This design comes from an exercise in tuning for small area, a short achievable clock period and few clock cycles on the open sky130 flow, not from production work. Function was checked by simulation only, so behaviour that the tests miss may differ from the original. Power figures rest on the tool's default switching activity, not on a simulated workload.

## coin_wallet
module coin_wallet(clk, rst, in_valid, in_ready, in_data, out_valid, out_ready, out_data, out_last, coin_edge, ms_tick, restore_valid, restore_bal, restore_cnt, bal, cnt, zind, save_req);
Size in the first run: ~3100 cells after synthesis, about 360 flip-flops, about 160 I/O pins, roughly 24000 um^2 of cells after synthesis.
clock: 8.0 ns
lec_check: 0
abc_area: 1
cap_margin: 0
core_margin: 2
core_utilization: 40
setup_slack_margin: 4.0
slew_margin: 0
run.sh (not shown) runs the stock make flow with config.mk's settings and CLKGATE_MAP_FILE= SYNTH_SCRIPT=/design/flow/synth_recipe.tcl, a recipe that flattens the netlist after the stock synthesis.
The first run passed the timing, design-rule and antenna checks.
Testbench counts at the start, summed over its fixed seeds: cycles 155,004.
==> next run, changes <==
CORE_UTILIZATION = 50   (was 40)
CTS_CLUSTER_DIAMETER = 100   (was unset)
CTS_CLUSTER_SIZE = 25   (was unset)
=>
- global-route usage goes up by 5.3 points
- routed wire length drops by a few percent
- clock-buffer cell count came out lower by 29
- setup slack gains 0.029 ns
- area after synthesis does not change
- clock power went down by well over a third
- power falls by about a fifth
- maximum frequency goes up slightly
- worst hold slack gets better by 0.0091 ns
==> next run, changes <==
CORE_UTILIZATION = 40   (was 50)
CTS_BUF_LIST = sky130_fd_sc_hd__clkbuf_8   (was unset)
CTS_CLUSTER_DIAMETER = unset   (was 100)
CTS_CLUSTER_SIZE = unset   (was 25)
Effect: Routed wire length went up by a few percent; via count went up slightly; area after synthesis is unchanged; sequential power stays flat; combinational power grows slightly; power rose by about a fifth; worst hold slack is worse by 0.020 ns; die area rose by a quarter to a third; worst setup slack degrades by 0.046 ns; final area climbs by a few percent.
==> next run, changes <==
CTS_BUF_LIST = unset   (was sky130_fd_sc_hd__clkbuf_8)
CTS_CLUSTER_DIAMETER = 100   (was unset)
CTS_CLUSTER_SIZE = 20   (was unset)
The changed run went through all stages and came out clean.
Combinational power shrinks by about 0.6%.
Worst setup slack improved by 0.010 ns.
Design area decreases by about 3%.
Hold slack gets better by 0.014 ns.
Synthesized area stays the same.
Global-route usage fell by 0.53 points.
Register-to-register slack loses 0.03 ns.
Final cell count goes down by 2.3%.
Wire length fell by 1.5%.
==> next run, changes <==
CTS_CLUSTER_SIZE = 30   (was 20)
Synthesized area does not change.
Core utilization barely changes.
Die area is unchanged.
Design area is about the same.
Non-clock buffer count came out lower by 2.
Clock skew rose by 0.012 ns.
Routed wire length goes down by 0.42%.
Total power goes down by 0.88%.
Via count barely changes.
==> next run, changes <==
CTS_CLUSTER_SIZE = 25   (was 30)
SETUP_SLACK_MARGIN = 4.1   (was 4.0)
Outcome: Global-route usage came out higher by 0.14 points. Design area came out higher by about 0.7%. Wire length went up by 0.33%. Combinational power hardly moves. Worst setup slack gains 0.059 ns. Flip-flop and latch count is unchanged. Total power rose by 0.75%. Count of clock-buffer cells in the layout increases by 6. Critical path depth grows by 18. Synthesized cell count is unchanged. Area after synthesis stays the same.

---

Another version of the RTL of coin_wallet (not shown whole).
Size: about 3100 cells after synthesis, roughly 370 flip-flops, about 0.024 mm^2 of cells after synthesis.
clock: 8.0 ns
lec_check: 0
abc_area: 1
cap_margin: 0
core_margin: 2
core_utilization: 40
setup_slack_margin: 4.0
slew_margin: 0
Testbench counts at the start, summed over its fixed seeds: cycles 155,004.
Edit:
CAP_MARGIN = 20   (was 0)
CORE_UTILIZATION = 60   (was 40)
SLEW_MARGIN = 20   (was 0)
The changed run finished clean.
Routed wire length went down by a few percent.
Die area went down by a quarter to a third.
Fmax went down slightly.
Count of clock-buffer cells in the layout went down by 6.
Synthesized cell count is unchanged.
Sequential cell count is unchanged.
Non-clock buffer count went up by 26.
Edit:
CAP_MARGIN = 0   (was 20)
CORE_UTILIZATION = 40   (was 60)
SETUP_SLACK_MARGIN = 4.1   (was 4.0)
SLEW_MARGIN = 0   (was 20)
Result:
- power grows by 3.1%
- via count falls by 4.9%
- worst setup slack improves by 82 ps
- final cell count goes up by 6.6%
Edit:
CAP_MARGIN = 20   (was 0)
SETUP_SLACK_MARGIN = 4.2   (was 4.1)
SLEW_MARGIN = 20   (was 0)
Effect:
- The changed run passed the timing, design-rule and antenna checks
- non-clock buffer count went up by 46
- power fell by 1.3%
- clock-buffer cell count is unchanged
- via count climbs by 1.9%

port drivers added, routing unchanged:
How much do the figures lean on ideal ports? The routed layouts below were timed once more, with nothing changed but the port constraints.
Step 1 (the two cells are an assumption about what drives the block):
set clk [get_ports {clk}]
set_driving_cell -lib_cell sky130_fd_sc_hd__clkbuf_16 $clk
set_driving_cell -lib_cell sky130_fd_sc_hd__buf_2 [delete_from_list [all_inputs] $clk]
Step 2, shift: input delay + t, output delay - t, t = (earliest + latest rising clock arrival at the registers) / 2. This alone moves slack from input paths to output paths.
Three values: ideal, step 1, step 2; two values: the first two.
| run | shift t [ns] | setup slack, ns | latest minus earliest clock arrival (ns) | slew at the worst register clock pin (ns) |
|---|---|---|---|---|
| the first run of note 1 | 0.617 | 4.038 / 3.979 / 3.608 | 0.029 / 0.029 | 0.06 / 0.06 |
| the second run of note 1 | 0.613 | 4.067 / 4.028 / 3.594 | 0.030 / 0.029 | 0.12 / 0.12 |
| the third run of note 1 | 0.688 | 4.020 / 3.961 / 3.575 | 0.045 / 0.045 | 0.07 / 0.07 |
| the fourth run of note 1 | 0.611 | 4.031 / 3.969 / 3.623 | 0.031 / 0.031 | 0.10 / 0.10 |
| the fifth run of note 1 | 0.615 | 4.071 / 4.007 / 3.601 | 0.033 / 0.033 | 0.12 / 0.12 |
| the sixth run of note 1 | 0.621 | 4.129 / 4.127 / 3.743 | 0.038 / 0.038 | 0.12 / 0.12 |
| the first run of note 2 | 0.644 | 4.142 / 4.142 / 3.613 | 0.034 / 0.034 | 0.06 / 0.06 |
| the second run of note 2 | 0.621 | 4.078 / 4.076 / 3.667 | 0.035 / 0.034 | 0.06 / 0.06 |
| the third run of note 2 | 0.629 | 4.160 / 4.160 / 3.689 | 0.020 / 0.020 | 0.06 / 0.06 |
| the fourth run of note 2 | 0.641 | 4.136 / 4.136 / 3.771 | 0.031 / 0.030 | 0.07 / 0.07 |
After both steps every run listed still meets setup and hold. For the first run of note 2, which loses most, drivers alone change the setup slack by 0.000 ns; drivers and shift together by -0.529 ns.
